Source: an optimization exercise on an open RTL-to-GDS flow (aim: a short achievable clock period). Production flows keep margins and buffers that such runs may drop. Where RTL was checked, it was by simulation tests only, not by an equivalence proof against the original. No activity file was given, so power comes from the tool's default toggle rates.

== the reference run ==
==> flow/design.v (excerpt) <==
module twms (
  input  logic        clk,
  input  logic        rst,           
  input  logic        cmd_valid,
  input  logic [1:0]  cmd_port,      
  input  logic [31:0] cmd_word,
  output logic        rsp_valid,
  output logic        rsp_ok,
  output logic [31:0] rsp_data,
  output logic [1:0]  bo0_cnt,       
  output logic [10:0] bo0_act0,
  output logic [10:0] bo0_act1,
  output logic [1:0]  bo1_cnt,       
  output logic [10:0] bo1_act0,
  output logic [10:0] bo1_act1,
  output logic        sleep_valid,   
  output logic [2:0]  sleep_level,
  output logic        pwr_asleep,    
  output logic [2:0]  pwr_level,
  output logic        halt,          
  output logic [2:0]  fcode,
  output logic [7:0]  finfo
);
  localparam logic [10:0] BA_START = 11'h000, BA_STOP = 11'h100, BA_TX = 11'h400;
  logic [1:0][2:0]  st_q;
  logic [1:0]       avail_q;
  logic [1:0]       mode_q;
  logic [1:0][6:0]  paddr_q;
  logic [1:0][7:0]  raddr_q;
  logic [1:0][2:0]  rem_q;
  logic [1:0][31:0] buf_q;
  logic [1:0][31:0] evoh_q;      
  logic [1:0][2:0]  if_q;
  logic [1:0][2:0]  ien_q;
  logic [1:0][7:0]  rxdata_q;
  logic [31:0]      ev_q;
  logic [4:0][4:0]  vt_q;        
  logic [1:0]       rem1_q, rem2_q;    
  logic [1:0][3:0]  rl1_q, rl2_q;      
  logic [1:0]       x_xs;        
  logic [1:0]       x_bw;        
  logic [1:0][2:0]  x_hv;        
  logic             x_dlv;       
  logic [1:0][2:0]  x_irq;       
  logic [1:0][2:0]  x_clr;       
  logic [1:0]       x_ien;       
  logic             x_evpost, x_evclr;
  logic [4:0]       x_vinc, x_vdec;
  logic             f_mode;
  logic [6:0]       f_paddr;
  logic [7:0]       f_raddr;
  logic [2:0]       f_cnt;
  logic             f_cnt1;      
  logic [3:0]       f_cl;        
  logic [31:0]      f_evoh;
  logic [3:0]       f_lane;
  logic [7:0]       f_byte;
  logic [2:0]       f_ien;
  logic             rsp_valid_q, rsp_okn_q;
  logic [31:0]      rsp_data_q;    
  logic [1:0][1:0]  bo_cnt_q;
  logic [1:0][10:0] bo_a0_q;
  logic [1:0][9:0]  bo_a1_q;      
  logic             slp_valid_q;
  logic [2:0]       slp_level_q;
  logic             asleep_q;
  logic [2:0]       plevel_q;
  logic             hpn_q, fatn_q, hp_q, fat_q;
  logic [1:0]       fcpn_q, fcnn_q, fcp_q, fcn_q;
  logic [5:0]       fipn_q, finn_q, fip_q, fin_q;
  logic             halt_cur;
  ...
Size in the first run: about 2900 cells after synthesis, roughly 140 I/O pins, roughly 24000 µm² of cells after synthesis.
export LEC_CHECK = 0
export CAP_MARGIN = 20
export CORE_MARGIN = 2
export CORE_UTILIZATION = 40
export PLACE_DENSITY = 0.6
export SLEW_MARGIN = 20
export SYNTH_HIERARCHICAL = 1
export SYNTH_MINIMUM_KEEP_SIZE = 0
create_clock -name core_clock -period 10.0 [get_ports {clk}]
standard.sh (not shown) runs the stock make flow with config.mk's settings and CLKGATE_MAP_FILE= SYNTH_SCRIPT=/design/flow/synth_recipe.tcl, a recipe that flattens the netlist after the stock synthesis.
==> flow/flow/run.sh <==
#!/bin/bash
# Layout flow: the standard ORFS flow, with timing repair aimed at a setup
# slack margin well above what the 10 ns clock asks for, so that the resizer
# keeps working on the critical paths (the SDC is unchanged), and a last
# max-slew/max-cap repair after global routing (flow/post_grt.tcl). Port
# buffers are buf_4 (ORFS would pick a delay cell, clkdlybuf4s50_1).
# The platform's don't-use cells are extended with the slow high-stack gates
# (flow/dont_use.txt), for synthesis and for the resizer alike.
# make's output goes to standard_flow.log; each ORFS step logs under orfs/logs/.
set -euo pipefail
MARGIN=${MARGIN:-7.0}
DONT_USE=$(tr '\n' ' ' < flow/dont_use.txt)
bash standard.sh SETUP_SLACK_MARGIN=$MARGIN TNS_END_PERCENT=100 \
  "DONT_USE_CELLS=$DONT_USE" \
  "BUFFER_PORTS_ARGS=-buffer_cell sky130_fd_sc_hd__buf_4" \
  POST_GLOBAL_ROUTE_TCL=$PWD/flow/post_grt.tcl finish > standard_flow.log 2>&1
Other scripts of this flow, unchanged in this note and not shown: flow/flow/dont_use.txt, flow/flow/post_grt.tcl
[inputs] the trial run vs the reference run
-- flow/design.v --
<<< the reference run, line 471
    rsp_data_d[2] = c4 || rd[2];
    for (int b = 0; b < 2; b++) begin
      bo_cnt_d[b] = {e_xs[b], 1'b0} | (dlv_cnt[b] & {2{nv}});
      for (int k = 0; k < 3; k++)
        bo_cnt_d[b] = bo_cnt_d[b] | (hcnt[b][k] & {2{d_subev[b][k] && !h}});
      if (!cmd_valid) begin
        bo_a0_d[b] = dlv_a0[b];
>>> the trial run, line 471
    rsp_data_d[2] = c4 || rd[2];
    for (int b = 0; b < 2; b++) begin
      bo_cnt_d[b] = 2'd0;
      for (int k = 0; k < 3; k++)
        if (d_subev[b][k] && !h) bo_cnt_d[b] = hcnt[b][k];
      if (nv)      bo_cnt_d[b] = dlv_cnt[b];
      if (e_xs[b]) bo_cnt_d[b] = 2'd2;
      if (!cmd_valid) begin
        bo_a0_d[b] = dlv_a0[b];
### Flow results
The reference run -> the trial run: wire length of the first global-routing pass increased by a few percent. Length of the first detailed-routing pass in iterations is higher on the trial run. The trial run vs the reference run on fraction of power consumed by the clock network: the trial run is the higher one. Against the reference run, the trial run reports a fraction of area in clock buffers and inverters that is lower. Between the reference run and the trial run, the final layout net count figures differ only marginally. The cell-internal power of the reference run and that of the trial run are within noise of each other. [compare] base=the reference run new=the trial run: number of standard cells after synthesis fell 16, worst setup slack fell 0.079 ns, layout multi-input combinational cell count fell 13, minimum period implied by the final worst setup slack rose 0.079 ns. Cmp the reference run and the trial run / end-of-flow core utilization / lower: the reference run. Sort the reference run and the trial run by total setup buffers inserted after CTS asc -> top: the trial run. Diff the reference run -> the trial run: final standard cell count with taps included and fillers excluded flat, via count up 1.8%.
For the trial run, only the layout was checked, not whether the RTL still works.

Another version of the RTL of twms (not shown whole).
Size: ~460 flip-flops, about 140 I/O pins.
Settings: LEC_CHECK=0, CAP_MARGIN=20, CORE_MARGIN=2, CORE_UTILIZATION=40, PLACE_DENSITY=0.6, SLEW_MARGIN=20; clock period 10.0 ns.
Scripts as last shown in full above: flow/flow/run.sh
Other scripts of this flow, unchanged in this note and not shown: flow/flow/dont_use.txt, flow/flow/post_grt.tcl
Change:
--- a/flow/design.v
+++ b/flow/design.v
@@ -146,41 +146,41 @@
   logic             x_evpost, x_evclr;
   logic [4:0]       x_vinc, x_vdec;
   logic             f_mode;
   logic [6:0]       f_paddr;
   logic [7:0]       f_raddr;
   logic [2:0]       f_cnt;
   logic [31:0]      f_evoh;
   logic [3:0]       f_lane;
   logic [7:0]       f_byte;
   logic [2:0]       f_ien;
-  logic             rsp_valid_q, rsp_okn_q;
-  logic [31:0]      rsp_data_q;    
+  logic             rsp_valid_q, rsp_ok_q;
+  logic [31:0]      rsp_data_q;
   logic [1:0][1:0]  bo_cnt_q;
   logic [1:0][10:0] bo_a0_q, bo_a1_q;
   logic             slp_valid_q;
   logic [2:0]       slp_level_q;
   logic             asleep_q;
   logic [2:0]       plevel_q;
-  logic             hpn_q, fatn_q, fat_q;
-  logic [2:0]       fcpn_q, fcnn_q;
-  logic [7:0]       fipn_q, finn_q;
+  logic             hp_q, fat_q;
+  logic [2:0]       fcp_q, fcn_q;
+  logic [7:0]       fip_q, fin_q;
   logic             halt_cur;
   logic [2:0]       fcode_cur;
   logic [7:0]       finfo_cur;
-  assign halt_cur  = ~(hpn_q & fatn_q);
-  assign fcode_cur = ~(fcpn_q & fcnn_q);
-  assign finfo_cur = ~(fipn_q & finn_q);
+  assign halt_cur  = hp_q | fat_q;
+  assign fcode_cur = fcp_q | fcn_q;
+  assign finfo_cur = fip_q | fin_q;
   assign rsp_valid   = rsp_valid_q;
-  assign rsp_ok      = ~(rsp_okn_q | fat_q);        
-  assign rsp_data    = {rsp_data_q[31:3], ~(rsp_data_q[2] & fatn_q), rsp_data_q[1],
-                        ~(rsp_data_q[0] & fatn_q)};   
+  assign rsp_ok      = rsp_ok_q && !fat_q;        
+  assign rsp_data    = {rsp_data_q[31:3], rsp_data_q[2] | fat_q, rsp_data_q[1],
+                        rsp_data_q[0] | fat_q};   
   assign bo0_cnt     = bo_cnt_q[0];
   assign bo0_act0    = bo_a0_q[0];
   assign bo0_act1    = bo_a1_q[0];
   assign bo1_cnt     = bo_cnt_q[1];
   assign bo1_act0    = bo_a0_q[1];
   assign bo1_act1    = bo_a1_q[1];
   assign sleep_valid = slp_valid_q;
   assign sleep_level = slp_level_q;
   assign pwr_asleep  = asleep_q;
   assign pwr_level   = plevel_q;
@@ -487,45 +487,43 @@
         if (!h && d_subev[b][k] && hf[b][k]) begin
           fc = fc | hcode[b][k];
           fi = fi | hinfo[b][k];
         end
     sleep_x = d_emsleep && !h;
     wake_x  = d_wake && !h;
     sub_any = (e_sub != 2'b0) || (nv && (dlv_on != 2'b0));
   end
   always_ff @(posedge clk) begin
     rsp_valid_q <= v;
-    rsp_okn_q   <= !rsp_ok_d;
-    rsp_data_q  <= {rsp_data_d[31:3], !rsp_data_d[2], rsp_data_d[1], !rsp_data_d[0]};
+    rsp_ok_q    <= rsp_ok_d;
+    rsp_data_q  <= rsp_data_d;
     bo_cnt_q    <= bo_cnt_d;
     bo_a0_q     <= bo_a0_d;
     bo_a1_q     <= bo_a1_d;
     slp_valid_q <= sleep_x;
     slp_level_q <= cda;
     if (rst) begin
-      hpn_q    <= 1'b1;
-      fatn_q   <= 1'b1;
+      hp_q     <= 1'b0;
       fat_q    <= 1'b0;
-      fcpn_q   <= 3'b111;
-      fcnn_q   <= 3'b111;
-      fipn_q   <= 8'hff;
-      finn_q   <= 8'hff;
+      fcp_q    <= 3'd0;
+      fcn_q    <= 3'd0;
+      fip_q    <= 8'd0;
+      fin_q    <= 8'd0;
       asleep_q <= 1'b0;
       plevel_q <= 3'd0;
     end else begin
-      hpn_q    <= !h;
-      fatn_q   <= !fatal;
+      hp_q     <= h;
       fat_q    <= fatal;
-      fcpn_q   <= ~fcode_cur;
-      fcnn_q   <= ~fc;          
-      fipn_q   <= ~finfo_cur;
-      finn_q   <= ~fi;
+      fcp_q    <= fcode_cur;
+      fcn_q    <= fc;           
+      fip_q    <= finfo_cur;
+      fin_q    <= fi;
       asleep_q <= sleep_x || (asleep_q && !sub_any && !wake_x);
       if (sleep_x) plevel_q <= cda;
     end
     x_xs     <= e_xs;
     x_bw     <= e_bw;
     x_hv     <= e_hv;
     x_dlv    <= !cmd_valid;
     for (int b = 0; b < 2; b++) begin
       x_irq[b] <= d_irqraise[b] & {3{!h}};
       x_clr[b] <= {3{nv && dlv_on[b]}} & dlv_kind;
After rerunning: Total power rose by about 0.46%; design area hardly moves; clock skew stays flat; critical path depth fell by 7; worst setup slack gets worse by 0.11 ns; synthesized area rose by 0.95%; fmax fell by about 3.2%; wire length rose by 4.0%.
No functional check of the RTL was part of the second run of this note.

==> re-timing with driven ports <==
The flow's constraints put no driver on any port. The routed layouts listed below were extracted and timed again, unchanged, in two steps.
Step 1, drivers: a clkbuf_16 drives clk and a buf_2 each remaining input, both assumed.
Step 2 also shifts input and output timing later by t, the mid clock arrival at the registers, as if the neighbouring blocks saw the same clock.
Slacks: ideal ports / drivers / drivers and shift; pairs: ideal ports / drivers.
run | t, ns | setup slack, ns | clock arrival spread, ns | worst slew at a driven data input, ns
the reference run | 0.682 | 6.836 / 6.773 / 6.182 | 0.032 / 0.032 | 0.24
the trial run | 0.677 | 6.757 / 6.744 / 6.067 | 0.019 / 0.019 | 0.28
the first run of note 2 | 0.637 | 6.765 / 6.712 / 6.085 | 0.023 / 0.023 | 0.24
the second run of note 2 | 0.653 | 6.656 / 6.601 / 5.968 | 0.019 / 0.019 | 0.28
After both steps every run listed still meets setup and hold. For the trial run, which loses most, drivers alone change the setup slack by -0.013 ns; drivers and shift together by -0.690 ns.
